This design comes from an exercise in tuning for small area on the open sky130 flow, not from production work. Only simulation tests tie the RTL to the original design; equivalence was not proved. No activity file was given, so power comes from the tool's default toggle rates. No driver is modelled on the clock port, so clocking that relies on it looks cheaper here than on a real chip.

job 3534:
Design geq_decoder, start of the top module:
module geq_decoder (
    input  wire         clk,
    input  wire         rst,               
    input  wire         in_valid,          
    input  wire [7:0]   in_byte,
    output wire         frame_valid,       
    output wire [7:0]   frame_board_id,
    output wire [7:0]   frame_seq,
    output wire [7:0]   frame_brightness,
    output wire [423:0] frame_bars,        
    output wire [423:0] frame_scope,       
    output wire [31:0]  frame_vu           
);
export LEC_CHECK = 0
export CAP_MARGIN = 20
export CORE_AREA = 3 3 277 277
export DIE_AREA = 0 0 280 280
export SLEW_MARGIN = 20
create_clock -name core_clock -period 8.0 [get_ports {clk}]
standard.sh (not shown) runs the stock make flow with config.mk's settings and CLKGATE_MAP_FILE= SYNTH_SCRIPT=/design/flow/synth_recipe.tcl, a recipe that flattens the netlist after the stock synthesis.
==> flow/flow/run.sh <==
#!/bin/bash
set -euo pipefail
export BUFFER_PORTS_ARGS="-buffer_cell sky130_fd_sc_hd__buf_1"
export CTS_ARGS="-sink_clustering_enable -repair_clock_nets -dont_use_dummy_load -sink_clustering_size 32 -sink_clustering_max_diameter 150 -buf_list {sky130_fd_sc_hd__clkbuf_8 sky130_fd_sc_hd__clkbuf_16}"
bash standard.sh > standard.log 2>&1
Job 3534: no failed stages, no open violations at the end
Here is what was changed in the inputs of job 209 compared with job 3534.
# job 3534
export LEC_CHECK = 0
export CAP_MARGIN = 20
export CORE_AREA = 3 3 277 277
export DIE_AREA = 0 0 280 280
export SLEW_MARGIN = 20
create_clock -name core_clock -period 8.0 [get_ports {clk}]
# job 209
export LEC_CHECK = 0
export CAP_MARGIN = 20
export CORE_AREA = 3 3 277 277
export DIE_AREA = 0 0 280 280
export PLACE_DENSITY = 0.8
export SLEW_MARGIN = 20
create_clock -name core_clock -period 8.0 [get_ports {clk}]
==> flow/flow/run.sh <==
#!/bin/bash
set -euo pipefail
export BUFFER_PORTS_ARGS="-buffer_cell sky130_fd_sc_hd__buf_1"
export CTS_ARGS="-sink_clustering_enable -repair_clock_nets -dont_use_dummy_load -sink_clustering_size 19 -sink_clustering_max_diameter 150 -buf_list {sky130_fd_sc_hd__clkbuf_4 sky130_fd_sc_hd__clkbuf_8}"
bash standard.sh > standard.log 2>&1
Findings:
Number of gates given a new drive strength after cts: job 3534 vs job 209 identical
Between job 209 and job 3534, it is job 209 whose count of cell instances traversed by the critical path is lower, by 2.
Where final HPWL from detailed placement is concerned, job 3534 is outperformed by job 209.
Logic gate share of total power essentially unchanged between job 209 and job 3534.
| post-route core utilization | lower: job 209 |
As far as register area goes, job 3534 and job 209 are indistinguishable; the numbers are identical.
Delta (job 209 minus job 3534): wire length per cell after detailed routing -6.0%, power -200 uW, fraction of layout cells with a size suffix above 1 +0.51 points, global routing met2 resource utilization -3.8 points.
Comparing job 209 and job 3534, the lower number of antenna violations at the first check in global routing was measured on job 3534.
> inputs changed (job 209 -> job 4636)
# job 209
export LEC_CHECK = 0
export CAP_MARGIN = 20
export CORE_AREA = 3 3 277 277
export DIE_AREA = 0 0 280 280
export PLACE_DENSITY = 0.8
export SLEW_MARGIN = 20
create_clock -name core_clock -period 8.0 [get_ports {clk}]
# job 4636
export LEC_CHECK = 0
export CAP_MARGIN = 20
export CORE_AREA = 3 3 277 277
export DIE_AREA = 0 0 280 280
export SLEW_MARGIN = 20
create_clock -name core_clock -period 8.0 [get_ports {clk}]
==> flow/flow/run.sh <==
#!/bin/bash
set -euo pipefail
export BUFFER_PORTS_ARGS="-buffer_cell sky130_fd_sc_hd__buf_1"
export CTS_ARGS="-sink_clustering_enable -repair_clock_nets -dont_use_dummy_load -sink_clustering_size 18 -sink_clustering_max_diameter 120 -buf_list {sky130_fd_sc_hd__clkbuf_4 sky130_fd_sc_hd__clkbuf_8}"
bash standard.sh > standard.log 2>&1
--- outcome ---
Diff job 209 -> job 4636: post-detailed-routing wire length has increased, maximum frequency has decreased. Re hold slack: job 209 and job 4636 aren't equal, and the higher value belongs to job 4636.

========
Starting RTL as in the previous note.
Settings: LEC_CHECK=0, CAP_MARGIN=20, CORE_AREA=3 3 277 277, DIE_AREA=0 0 280 280, PLACE_DENSITY=0.9, SLEW_MARGIN=20; clock period 8.0 ns.
==> flow/flow/run.sh <==
#!/bin/bash
set -euo pipefail
export BUFFER_PORTS_ARGS="-buffer_cell sky130_fd_sc_hd__buf_1"
export CTS_ARGS="-sink_clustering_enable -repair_clock_nets -dont_use_dummy_load -sink_clustering_size 18 -sink_clustering_max_diameter 60 -buf_list {sky130_fd_sc_hd__clkbuf_4 sky130_fd_sc_hd__clkbuf_8}"
bash standard.sh > standard.log 2>&1
The starting point ran to the end with no violations.
Rerun with:
==> flow/flow/run.sh (replaced) <==
#!/bin/bash
set -euo pipefail
export BUFFER_PORTS_ARGS="-buffer_cell sky130_fd_sc_hd__buf_1"
export CTS_ARGS="-sink_clustering_enable -repair_clock_nets -dont_use_dummy_load -sink_clustering_size 19 -sink_clustering_max_diameter 150 -buf_list {sky130_fd_sc_hd__clkbuf_4 sky130_fd_sc_hd__clkbuf_8}"
bash standard.sh > standard.log 2>&1
PLACE_DENSITY = 0.8   (was 0.9)
Effect: Total power fell by 1.4%. Die area does not change. Cell count hardly moves. Sequential share of layout area rose by 0.19 points. Synthesized cell count is unchanged. Via count fell by 2.3%.
Rerun with:
==> flow/flow/run.sh (replaced) <==
#!/bin/bash
set -euo pipefail
export BUFFER_PORTS_ARGS="-buffer_cell sky130_fd_sc_hd__buf_1"
export CTS_ARGS="-sink_clustering_enable -repair_clock_nets -dont_use_dummy_load -sink_clustering_size 20 -sink_clustering_max_diameter 150 -buf_list {sky130_fd_sc_hd__clkbuf_4 sky130_fd_sc_hd__clkbuf_8}"
bash standard.sh > standard.log 2>&1
Routed wire length barely changes.
Design area hardly moves.
Final cell count is about the same.
Fmax went down by 0.66%.
Global-route usage barely changes.
Hold slack degrades by 0.024 ns.
Clock-buffer cell count went down by 2.
Non-clock buffer count stays the same.

========
The RTL this note starts from:
==> flow/design.v <==
module geq_decoder (
    input  wire         clk,
    input  wire         rst,               
    input  wire         in_valid,          
    input  wire [7:0]   in_byte,
    output wire         frame_valid,       
    output wire [7:0]   frame_board_id,
    output wire [7:0]   frame_seq,
    output wire [7:0]   frame_brightness,
    output wire [423:0] frame_bars,        
    output wire [423:0] frame_scope,       
    output wire [31:0]  frame_vu           
);
    localparam integer BODY_LEN = 113;
    localparam integer NB = 8 * BODY_LEN;
    localparam [6:0] LFSR_LAST = 7'd12;
    reg        s1;                         
    reg        body_st;                    
    reg        body_stn;                   
    reg        ck;                         
    reg [6:0]  cur;                        
    reg [7:0]  sum;                        
    reg        chk;                        
    reg [NB-1:0] body;                     
    wire is_aa = (in_byte == 8'hAA);
    wire is_55 = (in_byte == 8'h55);
    wire last  = (cur == LFSR_LAST);
    wire sync  = in_valid && s1 && is_55;
    always @(posedge clk) begin
        if (rst) begin
            s1       <= 1'b0;
            body_st  <= 1'b0;
            body_stn <= 1'b1;
            ck       <= 1'b0;
            chk      <= 1'b0;
        end else begin
            chk <= in_valid && ck;
            if (in_valid) begin
                if (body_st) begin
                    if (last) begin
                        body_st  <= 1'b0;
                        body_stn <= 1'b1;
                        ck       <= 1'b1;
                    end
                end else if (ck) begin
                    ck <= 1'b0;
                end else begin
                    s1       <= is_aa;
                    body_st  <= s1 && is_55;
                    body_stn <= !(s1 && is_55);
                end
            end
        end
    end
    always @(posedge clk) begin
        if (!body_st)
            cur <= 7'd0;
        else if (in_valid)
            cur <= {cur[5:0], ~(cur[6] ^ cur[5])};
    end
    always @(posedge clk) begin
        if (!(body_st || ck))
            sum <= 8'h00;
        else if (in_valid)
            sum <= sum ^ in_byte;
    end
    assign frame_valid = chk && (sum == 8'h00);
    wire shift = in_valid && body_st;
    wire hold  = !in_valid || body_stn;
    always @(posedge clk)
        body <= ({NB{shift}} & {in_byte, body[NB-1:8]}) | ({NB{hold}} & body);
    assign frame_board_id   = body[8*0 +: 8];
    assign frame_seq        = body[8*1 +: 8];
    assign frame_brightness = body[8*2 +: 8];
    assign frame_bars       = body[8*3   +: 424];
    assign frame_scope      = body[8*56  +: 424];
    assign frame_vu         = body[8*109 +: 32];
endmodule
export LEC_CHECK = 0
export CAP_MARGIN = 20
export CORE_AREA = 3 3 277 277
export DIE_AREA = 0 0 280 280
export SLEW_MARGIN = 20
create_clock -name core_clock -period 8.0 [get_ports {clk}]
==> flow/flow/run.sh <==
#!/bin/bash
set -euo pipefail
export BUFFER_PORTS_ARGS="-buffer_cell sky130_fd_sc_hd__buf_1"
export CTS_ARGS="-sink_clustering_enable -repair_clock_nets -dont_use_dummy_load -sink_clustering_size 18 -sink_clustering_max_diameter 60 -buf_list {sky130_fd_sc_hd__clkbuf_4 sky130_fd_sc_hd__clkbuf_8}"
bash standard.sh > standard.log 2>&1
The first run produced a clean layout.
Change:
--- a/flow/config.mk
+++ b/flow/config.mk
@@ -6,6 +6,7 @@
 export NUM_CORES = 4
 export LEC_CHECK = 0
-export CAP_MARGIN = 20
+export CAP_MARGIN = 0
 export CORE_AREA = 3 3 277 277
 export DIE_AREA = 0 0 280 280
-export SLEW_MARGIN = 20
+export PLACE_DENSITY = 0.9
+export SLEW_MARGIN = 0
The changed run finished with timing, DRC and antenna clean. Total power drops by 2.4%. Routed wire length drops by 2.8%. Critical path depth drops by 2. Clock-buffer cell count drops by 8. Sequential power hardly moves. Clock skew drops by 0.024 ns. Core utilization drops by 0.18 points. Via count climbs by 1.9%.
Change:
==> flow/flow/run.sh (replaced) <==
#!/bin/bash
set -euo pipefail
export BUFFER_PORTS_ARGS="-buffer_cell sky130_fd_sc_hd__buf_1"
export CTS_ARGS="-sink_clustering_enable -repair_clock_nets -dont_use_dummy_load -sink_clustering_size 18 -sink_clustering_max_diameter 120 -buf_list {sky130_fd_sc_hd__clkbuf_4 sky130_fd_sc_hd__clkbuf_8}"
bash standard.sh > standard.log 2>&1
--- a/flow/config.mk
+++ b/flow/config.mk
@@ -6,7 +6,7 @@
 export NUM_CORES = 4
 export LEC_CHECK = 0
-export CAP_MARGIN = 0
+export CAP_MARGIN = 20
 export CORE_AREA = 3 3 277 277
 export DIE_AREA = 0 0 280 280
-export PLACE_DENSITY = 0.9
-export SLEW_MARGIN = 0
+export PLACE_DENSITY = 0.8
+export SLEW_MARGIN = 20
=> Fmax increases by 9.5%; die area is unchanged; via count decreases by 2.3%.
Change:
==> flow/flow/run.sh (replaced) <==
#!/bin/bash
set -euo pipefail
export BUFFER_PORTS_ARGS="-buffer_cell sky130_fd_sc_hd__buf_1"
export CTS_ARGS="-sink_clustering_enable -repair_clock_nets -dont_use_dummy_load -sink_clustering_size 18 -sink_clustering_max_diameter 60 -buf_list {sky130_fd_sc_hd__clkbuf_4 sky130_fd_sc_hd__clkbuf_8}"
bash standard.sh > standard.log 2>&1
--- a/flow/config.mk
+++ b/flow/config.mk
@@ -9,4 +9,4 @@
 export CORE_AREA = 3 3 277 277
 export DIE_AREA = 0 0 280 280
-export PLACE_DENSITY = 0.8
+export PLACE_DENSITY = 0.75
 export SLEW_MARGIN = 20
After rerunning: Routed wire length went up slightly; clock-buffer cell count went up by 4; cell area hardly moves; clock power went up by a few percent; register-to-register slack gets worse by 0.04 ns; total power went up slightly; die area is unchanged; sequential power stays flat.

static timing again, ports no longer ideal:
The results above use ideal ports. As a check the final layouts listed here were re-extracted and re-timed, cells and wires unchanged.
Step 1: set_driving_cell puts a clkbuf_16 on clk and a buf_2 on each other input, an assumption about the parent block.
Step 2 times the ports against the registers' clock, not the clock port: input delays grow and output delays shrink by t, the midpoint of the rising clock arrivals with the driver on.
a / b / c = ideal ports / drivers / drivers and shift; a / b = the first two.
| run | shift t [ns] | setup WS [ns] | hold WS [ns] | slew at the worst register clock pin (ns) | pins driven straight from the clock port |
|---|---|---|---|---|---|
| job 3534 | 0.639 | 4.346 / 4.358 / 3.719 | 0.496 / 0.496 / 0.496 | 0.12 / 0.12 | 1 |
| job 209 | 0.717 | 4.484 / 4.420 / 3.888 | 0.485 / 0.485 / 0.485 | 0.12 / 0.12 | 1 |
| job 4636 | 0.728 | 4.431 / 4.406 / 3.711 | 0.493 / 0.493 / 0.493 | 0.12 / 0.12 | 1 |
| the first run of note 2 | 0.719 | 4.165 / 4.105 / 3.642 | 0.444 / 0.444 / 0.444 | 0.11 / 0.11 | 1 |
| the second run of note 2 | 0.717 | 4.484 / 4.420 / 3.888 | 0.485 / 0.485 / 0.485 | 0.12 / 0.12 | 1 |
| the third run of note 2 | 0.712 | 4.461 / 4.396 / 3.927 | 0.460 / 0.460 / 0.460 | 0.13 / 0.13 | 1 |
| the first run of note 3 | 0.692 | 4.390 / 4.401 / 3.709 | 0.447 / 0.447 / 0.447 | 0.11 / 0.11 | 1 |
| the second run of note 3 | 0.719 | 4.165 / 4.105 / 3.642 | 0.444 / 0.444 / 0.444 | 0.11 / 0.11 | 1 |
| the third run of note 3 | 0.728 | 4.497 / 4.432 / 3.915 | 0.475 / 0.475 / 0.475 | 0.12 / 0.12 | 1 |
| the fourth run of note 3 | 0.709 | 4.536 / 4.534 / 3.826 | 0.441 / 0.441 / 0.441 | 0.11 / 0.11 | 1 |
After both steps setup and hold are still met in every run listed. The setup slack of job 4636, which loses most, moves by -0.025 ns with the drivers and by -0.720 ns with both steps.
